This is an optimization exercise on Yosys and OpenROAD, whose aim is small area, not a production implementation.
Function was checked by simulation only, so behaviour that the tests miss may differ from the original.
Power figures rest on the tool's default switching activity, not on a simulated workload.

==> flow/design.v <==
module ntsc_lsb (
    input  wire        clk,
    input  wire        rst_n,
    input  wire        run,
    input  wire        mode_il,       
    input  wire        mode_den,      
    input  wire        mode_burst,    
    input  wire        mode_pic,      
    input  wire [31:0] frame_init,    
    input  wire [7:0]  lvl_tip,
    input  wire [7:0]  lvl_porch,
    input  wire [7:0]  lvl_black,
    input  wire [7:0]  burst_000,
    input  wire [7:0]  burst_060,
    input  wire [7:0]  burst_090,
    input  wire [7:0]  burst_120,
    input  wire [7:0]  burst_180,
    input  wire [7:0]  burst_240,
    input  wire [7:0]  burst_270,
    input  wire [7:0]  burst_300,
    output wire        ps_req,
    output wire [31:0] ps_frame,
    output wire [8:0]  ps_row,
    output wire [10:0] ps_col,
    input  wire [7:0]  ps_data,
    input  wire        ps_ack,
    output reg         dac_valid,
    output reg  [7:0]  dac_out,
    output reg         sol,
    output wire        vblank,
    output wire        field
);
    wire il  = mode_il;
    wire den = mode_den;
    reg        running;
    reg [10:0] q;             
    reg        f;             
    reg [8:0]  r;             
    reg [1:0]  m3;            
    reg [31:0] frame;
    wire [10:0] q_first = den ? 11'd1802 : 11'd1884;
    wire        q_last  = den ? (q == 11'd1121) : (q == 11'd747);
    wire pre   = &q[10:8];
    wire fh    = pre | (den ? (q < 11'd438) : (q < 11'd292));       
    wire eq_tip = fh ? (pre & (den ? (q < 11'd1856) : (q < 11'd1920)))
                     : (den ? (q < 11'd492) : (q < 11'd328));
    wire vs_tip = fh ? (pre | (den ? (q < 11'd342) : (q < 11'd228)))
                     : (den ? (q < 11'd1026) : (q < 11'd684));
    wire bl_tip   = pre & (den ? (q < 11'd1905) : (q < 11'd1952));    
    wire bl_porch = pre ? (den ? (q < 11'd2007) : (q < 11'd2020))     
                        : (den ? (q >= 11'd1095) : (q >= 11'd730));   
    wire in_burst = pre & (den ? (q >= 11'd1916 && q < 11'd1970)
                               : (q >= 11'd1960 && q < 11'd1996));
    wire window   = den ? (q < 11'd1056) : (q < 11'd704);
    wire ph_000 = den ? (~q[0] & (m3 == 2'd0)) : (q[1:0] == 2'd0);
    wire ph_060 = den &  q[0] & (m3 == 2'd1);
    wire ph_090 = ~den & (q[1:0] == 2'd1);
    wire ph_120 = den & ~q[0] & (m3 == 2'd2);
    wire ph_180 = den ? ( q[0] & (m3 == 2'd0)) : (q[1:0] == 2'd2);
    wire ph_240 = den & ~q[0] & (m3 == 2'd1);
    wire ph_270 = ~den & (q[1:0] == 2'd3);
    wire ph_300 = den &  q[0] & (m3 == 2'd2);
    wire       vb = r[8];             
    wire [4:0] s  = r[4:0];           
    wire       r_240 = ~r[8] & (&r[7:4]);
    wire       sync  = vb & (s >= 5'd10) & (s <= 5'd18);    
    wire       f2    = f & ~fh;       
    wire half_vs = f2 ? (s >= 5'd12 && s <= 5'd14) : (s >= 5'd13 && s <= 5'd15);
    wire half_pr = f2 & (s == 5'd18);
    wire l262b   = il & ~f & r_240 & ~fh;                   
    wire l282    = f & vb & (s == 5'd29);
    wire fill    = mode_pic & ~vb & ~r_240;
    assign ps_req   = fill & window;
    assign ps_frame = frame;
    assign ps_row   = il ? {r[7:0], f} : r;
    assign ps_col   = q;
    wire use_ps = ps_req & ps_ack;
    wire sy       = sync | l262b;
    wire sy_tip   = ~half_pr & (half_vs ? vs_tip : eq_tip);
    wire bt       = ~sy & ~use_ps;
    wire sel_tip  = sy ? sy_tip : (~use_ps & bl_tip);
    wire sel_ps   = ~sy & use_ps;
    wire sel_bu   = bt & ~bl_tip & mode_burst & in_burst;
    wire sel_blk  = bt & ~bl_tip & ~(mode_burst & in_burst) & ~bl_porch & ~(l282 & fh);
    wire sel_por  = ~sel_tip & ~sel_ps & ~sel_bu & ~sel_blk;
    always @(*)
        dac_out = ({8{sel_tip}} & lvl_tip)
                | ({8{sel_por}} & lvl_porch)
                | ({8{sel_blk}} & lvl_black)
                | ({8{sel_ps}}  & ps_data)
                | ({8{sel_bu & ph_000}} & burst_000)
                | ({8{sel_bu & ph_060}} & burst_060)
                | ({8{sel_bu & ph_090}} & burst_090)
                | ({8{sel_bu & ph_120}} & burst_120)
                | ({8{sel_bu & ph_180}} & burst_180)
                | ({8{sel_bu & ph_240}} & burst_240)
                | ({8{sel_bu & ph_270}} & burst_270)
                | ({8{sel_bu & ph_300}} & burst_300);
    assign vblank = ~f & vb;
    assign field  = f;
    wire eofield = (il & ~f) ? r_240 : (r == 9'd239);
    always @(posedge clk) begin
        running   <= rst_n & run;
        dac_valid <= rst_n & run & running;
        sol       <= ~dac_valid | q_last;
        if (!dac_valid) begin
            q     <= q_first;
            r     <= 9'd490;
            f     <= 1'b0;
            m3    <= 2'd0;
            frame <= frame_init;
        end else begin
            frame <= frame + {31'd0, q_last & eofield & (f | ~il)};
            m3    <= (m3 == 2'd2) ? 2'd0 : m3 + 2'd1;
            q     <= q_last ? q_first : q + 11'd1;
            if (q_last & eofield) begin
                r <= 9'd490;
                f <= il & ~f;
            end else begin
                r <= r + {8'd0, q_last};
            end
        end
    end
endmodule
==> flow/config.mk <==
export PLATFORM = sky130hd
export DESIGN_NAME = ntsc_lsb
export DESIGN_NICKNAME = ntsc_lsb
export VERILOG_FILES = /design/flow/design.v
export SDC_FILE = /design/flow/constraint.sdc
export NUM_CORES = 4
export LEC_CHECK = 0
export CAP_MARGIN = 20
export CORE_MARGIN = 2
export CORE_UTILIZATION = 55
export PLACE_DENSITY = 0.7
export SLEW_MARGIN = 20
export BUFFER_PORTS_ARGS = -buffer_cell sky130_fd_sc_hd__buf_1
export CTS_ARGS = -sink_clustering_enable -repair_clock_nets -dont_use_dummy_load -buf_list sky130_fd_sc_hd__clkbuf_4 -root_buf sky130_fd_sc_hd__clkbuf_4 -sink_clustering_size 20
==> flow/constraint.sdc <==
create_clock -name core_clock -period 10.0 [get_ports {clk}]
set_input_delay 2.0000 -clock core_clock [delete_from_list [all_inputs] [get_ports {clk}]]
set_output_delay 2.0000 -clock core_clock [all_outputs]
set_load 0.01 [all_outputs]
standard.sh (not shown) runs the stock make flow with config.mk's settings and CLKGATE_MAP_FILE= SYNTH_SCRIPT=/design/flow/synth_recipe.tcl, a recipe that flattens the netlist after the stock synthesis.
==> flow/flow/run.sh <==
#!/bin/bash
# Layout flow: the standard synthesis, then an area re-mapping of its
# combinational logic (registers untouched), then the standard layout
# with the port buffers made of the smallest buffer cell.
set -euo pipefail
W=$(pwd)
R=$W/orfs/results/$FLOW_PLATFORM/ntsc_lsb/base
LIB=$FLOW_HOME/platforms/$FLOW_PLATFORM/lib/sky130_fd_sc_hd__tt_025C_1v80.lib
YOSYS=$FLOW_HOME/../tools/install/yosys/bin/yosys
[[ -x $YOSYS ]] || YOSYS=yosys

cat >> config.mk <<EOC
export BUFFER_PORTS_ARGS = -buffer_cell sky130_fd_sc_hd__buf_1
export CTS_ARGS = -sink_clustering_enable -repair_clock_nets -dont_use_dummy_load -buf_list sky130_fd_sc_hd__clkbuf_4 -root_buf sky130_fd_sc_hd__clkbuf_4 -sink_clustering_size 20
EOC

# 1. standard synthesis
bash standard.sh synth > log_1_standard_synth.txt 2>&1
cp "$R/1_2_yosys.v" "$W/synth_standard.v"

# 2. area re-mapping of the combinational logic
DU=$(sed -n '/DONT_USE_CELLS/,/^#/p' "$FLOW_HOME/platforms/$FLOW_PLATFORM/config.mk" \
     | grep -o 'sky130_fd_sc_hd__[a-z0-9_]*' | sed 's/^/-dont_use /' | tr '\n' ' ')
sed -e "s#@LIB@#$LIB#g" -e "s#@IN@#$W/synth_standard.v#" -e "s#@OUT@#$W/synth_resynth.v#" \
    -e "s#@DONTUSE@#$DU#" flow/resynth.ys.in > resynth.ys
"$YOSYS" -l log_2_resynth.txt resynth.ys > /dev/null 2>&1
cp "$W/synth_resynth.v" "$R/1_2_yosys.v"
rm -f "$R/1_synth.odb" "$R/1_synth.sdc"

# 3. standard layout from the re-mapped netlist
bash standard.sh > log_3_layout.txt 2>&1
==> flow/flow/resynth.ys.in <==
# Area re-mapping of the standard synthesis's combinational logic.
# The registers are kept as they are (same cells, same instance names).
read_liberty -ignore_miss_func @LIB@
blackbox sky130_fd_sc_hd__*df* sky130_fd_sc_hd__*dl*
read_verilog @IN@
hierarchy -top ntsc_lsb
flatten
rename -hide w:* x:* %d
opt_clean -purge
abc -liberty @LIB@ @DONTUSE@ -script "+strash;dch,-f;amap;strash;dch,-f;amap"
opt_clean -purge
hilomap -singleton -hicell sky130_fd_sc_hd__conb_1 HI -locell sky130_fd_sc_hd__conb_1 LO
splitnets
opt_clean -purge
select ntsc_lsb
stat -liberty @LIB@
write_verilog -noattr -nohex -nodec -selected @OUT@
==> next run, changes <==
--- a/flow/design.v
+++ b/flow/design.v
@@ -25,9 +25,9 @@
     input  wire [7:0]  ps_data,
     input  wire        ps_ack,
     output reg         dac_valid,
     output reg  [7:0]  dac_out,
-    output reg         sol,
+    output wire        sol,
     output wire        vblank,
     output wire        field
 );
     wire il  = mode_il;
@@ -97,13 +97,13 @@
                 | ({8{sel_bu & ph_270}} & burst_270)
                 | ({8{sel_bu & ph_300}} & burst_300);
     assign vblank = ~f & vb;
     assign field  = f;
+    assign sol    = (q == q_first);
     wire eofield = (il & ~f) ? r_240 : (r == 9'd239);
     always @(posedge clk) begin
         running   <= rst_n & run;
         dac_valid <= rst_n & run & running;
-        sol       <= ~dac_valid | q_last;
         if (!dac_valid) begin
             q     <= q_first;
             r     <= 9'd490;
             f     <= 1'b0;
The changed run finished clean.
Routed wire length falls by 3.4%.
Sequential cell count falls by 1.
Total power falls by 2.9%.
Design area falls by 1.3%.
Global-route usage rises by 0.32 points.
Fmax rises by 11%.

---

Another version of the RTL of ntsc_lsb (not shown whole).
For scale: ~470 cells after synthesis, about 200 I/O pins, roughly 0.0034 mm² of cells after synthesis.
==> module ntsc_lsb, before the edit <==
module ntsc_lsb (
    input  wire        clk,
    input  wire        rst_n,
    input  wire        run,
    input  wire        mode_il,       
    input  wire        mode_den,      
    input  wire        mode_burst,    
    input  wire        mode_pic,      
    input  wire [31:0] frame_init,    
    input  wire [7:0]  lvl_tip,
    input  wire [7:0]  lvl_porch,
    input  wire [7:0]  lvl_black,
    input  wire [7:0]  burst_000,
    input  wire [7:0]  burst_060,
    input  wire [7:0]  burst_090,
    input  wire [7:0]  burst_120,
    input  wire [7:0]  burst_180,
    input  wire [7:0]  burst_240,
    input  wire [7:0]  burst_270,
    input  wire [7:0]  burst_300,
    output wire        ps_req,
    output wire [31:0] ps_frame,
    output wire [8:0]  ps_row,
    output wire [10:0] ps_col,
    input  wire [7:0]  ps_data,
    input  wire        ps_ack,
    output reg         dac_valid,
    output reg  [7:0]  dac_out,
    output wire        sol,
    output wire        vblank,
    output wire        field
);
    wire il  = mode_il;
    wire den = mode_den;
    reg [10:0] q;             
    reg        f;             
    reg [8:0]  r;             
    reg [1:0]  m3;            
    reg [31:0] frame;
    wire [10:0] q_first = den ? 11'd1802 : 11'd1884;
    wire        q_last  = den ? (q[10] & ~q[9] & q[6] & q[5] & q[0])                           
                              : (~q[10] & q[9] & q[7] & q[6] & q[5] & q[3] & q[1] & q[0]);   
    wire pre   = &q[10:8];
    wire fh    = pre | (den ? (q < 11'd438) : (q < 11'd292));       
    wire eq_tip = fh ? (pre & (den ? (q < 11'd1856) : (q < 11'd1920)))
                     : (den ? (q < 11'd492) : (q < 11'd328));
    wire vs_tip = fh ? (pre | (den ? (q < 11'd342) : (q < 11'd228)))
                     : (den ? (q < 11'd1026) : (q < 11'd684));
    wire bl_tip   = pre & (den ? (q < 11'd1905) : (q < 11'd1952));    
    wire bl_porch = pre ? (den ? (q < 11'd2007) : (q < 11'd2020))     
                        : (den ? (q >= 11'd1095) : (q >= 11'd730));   
    wire in_burst = pre & (den ? (q >= 11'd1916 && q < 11'd1970)
                               : (q >= 11'd1960 && q < 11'd1996));
    wire window   = den ? (q < 11'd1056) : (q < 11'd704);
    wire ph_000 = den ? (~q[0] & (m3 == 2'd0)) : (q[1:0] == 2'd0);
    wire ph_060 = den &  q[0] & (m3 == 2'd1);
    wire ph_090 = ~den & (q[1:0] == 2'd1);
    wire ph_120 = den & ~q[0] & (m3 == 2'd2);
    wire ph_180 = den ? ( q[0] & (m3 == 2'd0)) : (q[1:0] == 2'd2);
    wire ph_240 = den & ~q[0] & (m3 == 2'd1);
    wire ph_270 = ~den & (q[1:0] == 2'd3);
    wire ph_300 = den &  q[0] & (m3 == 2'd2);
    wire       vb = r[8];             
    wire [4:0] s  = r[4:0];           
    wire       r_240 = ~r[8] & (&r[7:4]);
    wire       sync  = vb & (s <= 5'd18);                   
    wire       f2    = f & ~fh;       
    wire half_vs = f2 ? (s >= 5'd12 && s <= 5'd14) : (s >= 5'd13 && s <= 5'd15);
    wire half_pr = f2 & (s == 5'd18);
    wire l262b   = r_240 & ~fh;                             
    wire l282    = f & vb & (s == 5'd29);
    wire fill    = mode_pic & ~vb & ~r_240;
    assign ps_req   = fill & window;
    assign ps_frame = frame;
    assign ps_row   = il ? {r[7:0], f} : r;
    assign ps_col   = q;
    wire use_ps = ps_req & ps_ack;
    wire sy       = sync | l262b;
    wire sy_tip   = ~half_pr & (half_vs ? vs_tip : eq_tip);
    wire bt       = ~sy & ~use_ps;
    wire sel_tip  = sy ? sy_tip : (~use_ps & bl_tip);
    wire sel_ps   = ~sy & use_ps;
    wire sel_bu   = bt & ~bl_tip & mode_burst & in_burst;
    wire sel_blk  = bt & ~bl_tip & ~(mode_burst & in_burst) & ~bl_porch & ~(l282 & fh);
    wire sel_por  = ~sel_tip & ~sel_ps & ~sel_bu & ~sel_blk;
    always @(*)
        dac_out = ({8{sel_tip}} & lvl_tip)
                | ({8{sel_por}} & lvl_porch)
                | ({8{sel_blk}} & lvl_black)
                | ({8{sel_ps}}  & ps_data)
                | ({8{sel_bu & ph_000}} & burst_000)
                | ({8{sel_bu & ph_060}} & burst_060)
                | ({8{sel_bu & ph_090}} & burst_090)
                | ({8{sel_bu & ph_120}} & burst_120)
                | ({8{sel_bu & ph_180}} & burst_180)
                | ({8{sel_bu & ph_240}} & burst_240)
                | ({8{sel_bu & ph_270}} & burst_270)
                | ({8{sel_bu & ph_300}} & burst_300);
    assign vblank = ~f & vb;
    assign field  = f;
    assign sol    = (q == q_first);
    wire r_239   = ~r[8] & r[7] & r[6] & r[5] & (&r[3:0]);
    wire eofield = (il & ~f) ? r_240 : r_239;
    always @(posedge clk) begin
        dac_valid <= rst_n & run & (dac_valid | sol);
        if (!dac_valid) begin
            q     <= {rst_n & run, q_first[9:0]};
            r     <= 9'd490;
            f     <= 1'b0;
            m3    <= 2'd0;
            frame <= frame_init;
        end else begin
            frame <= frame + {31'd0, q_last & eofield & (f | ~il)};
            m3    <= (m3 == 2'd2) ? 2'd0 : m3 + 2'd1;
            q     <= q_last ? q_first : q + 11'd1;
            if (q_last & eofield) begin
                r <= 9'd490;
                f <= il & ~f;
            end else begin
                r <= r + {8'd0, q_last};
            end
        end
    end
endmodule
==> flow/config.mk <==
export PLATFORM = sky130hd
export DESIGN_NAME = ntsc_lsb
export DESIGN_NICKNAME = ntsc_lsb
export VERILOG_FILES = /design/flow/design.v
export SDC_FILE = /design/flow/constraint.sdc
export NUM_CORES = 4
export LEC_CHECK = 0
export CAP_MARGIN = 20
export CORE_MARGIN = 2
export CORE_UTILIZATION = 55
export PLACE_DENSITY = 0.7
export SLEW_MARGIN = 20
export BUFFER_PORTS_ARGS = -buffer_cell sky130_fd_sc_hd__buf_1
export CTS_ARGS = -sink_clustering_enable -repair_clock_nets -dont_use_dummy_load -buf_list sky130_fd_sc_hd__clkbuf_8 -root_buf sky130_fd_sc_hd__clkbuf_8
==> flow/constraint.sdc <==
create_clock -name core_clock -period 10.0 [get_ports {clk}]
set_input_delay 2.0000 -clock core_clock [delete_from_list [all_inputs] [get_ports {clk}]]
set_output_delay 2.0000 -clock core_clock [all_outputs]
set_load 0.01 [all_outputs]
==> flow/flow/run.sh <==
#!/bin/bash
set -euo pipefail
W=$(pwd)
R=$W/orfs/results/$FLOW_PLATFORM/ntsc_lsb/base
LIB=$FLOW_HOME/platforms/$FLOW_PLATFORM/lib/sky130_fd_sc_hd__tt_025C_1v80.lib
YOSYS=$FLOW_HOME/../tools/install/yosys/bin/yosys
[[ -x $YOSYS ]] || YOSYS=yosys

cat >> config.mk <<EOC
export BUFFER_PORTS_ARGS = -buffer_cell sky130_fd_sc_hd__buf_1
export CTS_ARGS = -sink_clustering_enable -repair_clock_nets -dont_use_dummy_load -buf_list sky130_fd_sc_hd__clkbuf_8 -root_buf sky130_fd_sc_hd__clkbuf_8
EOC

# 1. standard synthesis
bash standard.sh synth > log_1_standard_synth.txt 2>&1
cp "$R/1_2_yosys.v" "$W/synth_standard.v"

# 2. area re-mapping of the combinational logic
DU=$(sed -n '/DONT_USE_CELLS/,/^#/p' "$FLOW_HOME/platforms/$FLOW_PLATFORM/config.mk" \
     | grep -o 'sky130_fd_sc_hd__[a-z0-9_]*' | sed 's/^/-dont_use /' | tr '\n' ' ')
SCRIPTS=(
  "strash;dch,-f;amap;strash;dch,-f;amap"
  "strash;balance;dch,-f;amap;strash;dch,-f;amap"
  "strash;ifraig;dch,-f;amap;strash;dch,-f;amap"
  "strash;dc2;dch,-f;amap"
  "strash;dch,-f;amap,-F,10"
  "strash;dc2;dch,-f;amap;strash;dch,-f;amap"
  "strash;rewrite,-z;dch,-f;amap"
  "strash;refactor,-z;dch,-f;amap;strash;dch,-f;amap"
  "strash;balance;dch,-f;amap;strash;balance;dch,-f;amap"
  "strash;dch;amap"
)
STARTS=(
  ""
  "strash;dch;map"
  "strash;balance;map"
  "strash;resub;map"
  "strash;dc2;map,-a"
  "strash;resub,-z;map,-a"
  "strash;rewrite;map"
  "strash;refactor;map,-a"
  "strash;dc2;resub;map"
  "strash;balance;rewrite,-z;map,-a"
  "strash;ifraig;resub;dch;map"
  "strash;dch,-f;map,-a"
)
T=$W/resynth
mkdir -p $T
one() { # in out script log
  sed -e "s#@LIB@#$LIB#g" -e "s#@IN@#$1#" -e "s#@OUT@#$2#" -e "s#@DONTUSE@#$DU#" -e "s#@SCRIPT@#$3#" \
      flow/resynth.ys.in > $2.ys
  "$YOSYS" -l $4 $2.ys > /dev/null 2>&1 || true
}
area() { { grep "Chip area for module" $1 2>/dev/null || true; } | tail -1 | awk '{print $NF}'; }
climb() { # start index
  local si=$1 best=999999999 round i a bi
  for round in 1 2 3 4 5 6 7 8; do
    for i in "${!SCRIPTS[@]}"; do
      one $T/b$si.v $T/c${si}_${round}_$i.v "${SCRIPTS[$i]}" $T/log_c${si}_${round}_$i.txt &
    done
    wait
    bi=""
    for i in "${!SCRIPTS[@]}"; do
      a=$(area $T/log_c${si}_${round}_$i.txt)
      [[ -n $a && -s $T/c${si}_${round}_$i.v ]] || continue
      if awk -v a="$a" -v b="$best" 'BEGIN { exit !(a < b) }'; then best=$a; bi=$i; fi
    done
    [[ -n $bi ]] || break
    echo "start $si round $round kept script $bi: $best" >> $T/summary_$si.txt
    cp $T/c${si}_${round}_$bi.v $T/b$si.v
  done
  echo "$best" > $T/best_$si.txt
}
for si in "${!STARTS[@]}"; do
  if [[ -z ${STARTS[$si]} ]]; then
    cp synth_standard.v $T/s$si.v
  else
    one $W/synth_standard.v $T/s$si.v "${STARTS[$si]}" $T/log_s$si.txt
  fi
  if [[ -s $T/s$si.v ]]; then
    cp $T/s$si.v $T/b$si.v
    climb $si &
  fi
done
wait
S=log_2_resynth_summary.txt
cat $T/summary_*.txt > $S 2>/dev/null || true
gbest=999999999; gi=""
for si in "${!STARTS[@]}"; do
  [[ -s $T/best_$si.txt ]] || continue
  b=$(cat $T/best_$si.txt)
  echo "start $si (${STARTS[$si]:-standard netlist}): $b" >> $S
  if awk -v a="$b" -v b="$gbest" 'BEGIN { exit !(a < b) }'; then gbest=$b; gi=$si; fi
done
if [[ -n $gi ]]; then
  echo "kept start $gi: $gbest" >> $S
  cp $T/b$gi.v $T/g.v
  for it in 1 2 3 4 5 6 7 8; do
    si=p$it
    p=${STARTS[$it]}
    one $T/g.v $T/s$si.v "$p" $T/log_s$si.txt
    [[ -s $T/s$si.v ]] || continue
    cp $T/s$si.v $T/b$si.v
    climb $si
    b=$(cat $T/best_$si.txt)
    echo "perturbation $it ($p): $b" >> $S
    if awk -v a="$b" -v b="$gbest" 'BEGIN { exit !(a < b) }'; then
      gbest=$b; cp $T/b$si.v $T/g.v
      echo "kept perturbation $it: $gbest" >> $S
    fi
  done
  cp $T/g.v "$W/synth_resynth.v"
else
  echo "no re-mapping; kept the standard netlist" >> $S
  cp synth_standard.v "$W/synth_resynth.v"
fi
echo "final: $gbest" >> $S
cp "$W/synth_resynth.v" "$R/1_2_yosys.v"
rm -f "$R/1_synth.odb" "$R/1_synth.sdc"
rm -f $T/c*.v $T/c*.v.ys $T/s*.v.ys   # intermediate netlists; their logs stay

# 3. standard layout from the re-mapped netlist
bash standard.sh > log_3_layout.txt 2>&1
Other scripts of this flow, unchanged in this note and not shown: flow/flow/resynth.ys.in
The first run finished clean.
Next try:
--- a/flow/design.v
+++ b/flow/design.v
@@ -35,14 +35,13 @@
     reg [10:0] q;             
     reg        f;             
     reg [8:0]  r;             
     reg [1:0]  m3;            
     reg [31:0] frame;
     wire [10:0] q_first = den ? 11'd1802 : 11'd1884;
-    wire        q_last  = den ? (q[10] & ~q[9] & q[6] & q[5] & q[0])                           
-                              : (~q[10] & q[9] & q[7] & q[6] & q[5] & q[3] & q[1] & q[0]);   
+    wire        q_last  = den ? (q == 11'd1121) : (q == 11'd747);
     wire pre   = &q[10:8];
     wire fh    = pre | (den ? (q < 11'd438) : (q < 11'd292));       
     wire eq_tip = fh ? (pre & (den ? (q < 11'd1856) : (q < 11'd1920)))
                      : (den ? (q < 11'd492) : (q < 11'd328));
     wire vs_tip = fh ? (pre | (den ? (q < 11'd342) : (q < 11'd228)))
                      : (den ? (q < 11'd1026) : (q < 11'd684));
@@ -60,17 +59,17 @@
     wire ph_240 = den & ~q[0] & (m3 == 2'd1);
     wire ph_270 = ~den & (q[1:0] == 2'd3);
     wire ph_300 = den &  q[0] & (m3 == 2'd2);
     wire       vb = r[8];             
     wire [4:0] s  = r[4:0];           
     wire       r_240 = ~r[8] & (&r[7:4]);
-    wire       sync  = vb & (s <= 5'd18);                   
+    wire       sync  = vb & (s >= 5'd10) & (s <= 5'd18);    
     wire       f2    = f & ~fh;       
     wire half_vs = f2 ? (s >= 5'd12 && s <= 5'd14) : (s >= 5'd13 && s <= 5'd15);
     wire half_pr = f2 & (s == 5'd18);
-    wire l262b   = r_240 & ~fh;                             
+    wire l262b   = il & ~f & r_240 & ~fh;                   
     wire l282    = f & vb & (s == 5'd29);
     wire fill    = mode_pic & ~vb & ~r_240;
     assign ps_req   = fill & window;
     assign ps_frame = frame;
     assign ps_row   = il ? {r[7:0], f} : r;
     assign ps_col   = q;
@@ -96,14 +95,13 @@
                 | ({8{sel_bu & ph_240}} & burst_240)
                 | ({8{sel_bu & ph_270}} & burst_270)
                 | ({8{sel_bu & ph_300}} & burst_300);
     assign vblank = ~f & vb;
     assign field  = f;
     assign sol    = (q == q_first);
-    wire r_239   = ~r[8] & r[7] & r[6] & r[5] & (&r[3:0]);
-    wire eofield = (il & ~f) ? r_240 : r_239;
+    wire eofield = (il & ~f) ? r_240 : (r == 9'd239);
     always @(posedge clk) begin
         dac_valid <= rst_n & run & (dac_valid | sol);
         if (!dac_valid) begin
             q     <= {rst_n & run, q_first[9:0]};
             r     <= 9'd490;
             f     <= 1'b0;
Core utilization goes down by 0.21 points.
Clock skew goes up by 12 ps.
First-iteration DRC count goes up by a quarter to a third.
Clock-buffer cell count stays the same.
Sequential share of layout area stays flat.
Register-to-register slack gets better by 470 ps.

==> re-timing with driven ports <==
No port has a modelled driver above. Below, the same layouts with a new extraction and two added sets of constraints.
Step 1 (the two cells are an assumption about what drives the block):
set clk [get_ports {clk}]
set_driving_cell -lib_cell sky130_fd_sc_hd__clkbuf_16 $clk
set_driving_cell -lib_cell sky130_fd_sc_hd__buf_2 [delete_from_list [all_inputs] $clk]
Step 2 adds t to the input delays and takes it off the output delays; t is the mean of the earliest and latest rising clock arrival at the registers after step 1. Input paths then give back, and output paths get back, about the clock's delay inside the block.
Three values: ideal ports, drivers, drivers and shift; two values: the first two.
run | t, ns | setup slack, ns | worst hold slack (ns) | worst setup path after step 2 | clock arrival spread, ns
the first run of note 1 | 0.400 | 1.855 / 1.830 / 1.830 | 0.492 / 0.492 / 0.492 | input to output | 0.033 / 0.033
the second run of note 1 | 0.401 | 2.692 / 2.669 / 2.669 | 0.445 / 0.445 / 0.445 | input to output | 0.021 / 0.021
the first run of note 2 | 0.332 | 2.047 / 2.053 / 1.721 | 0.472 / 0.472 / 0.472 | input to register | 0.018 / 0.018
the second run of note 2 | 0.329 | 1.862 / 1.842 / 1.514 | 0.466 / 0.466 / 0.466 | input to register | 0.029 / 0.029
After both steps every run listed still meets setup and hold. For the second run of note 2, which loses most, drivers alone change the setup slack by -0.020 ns; drivers and shift together by -0.348 ns.
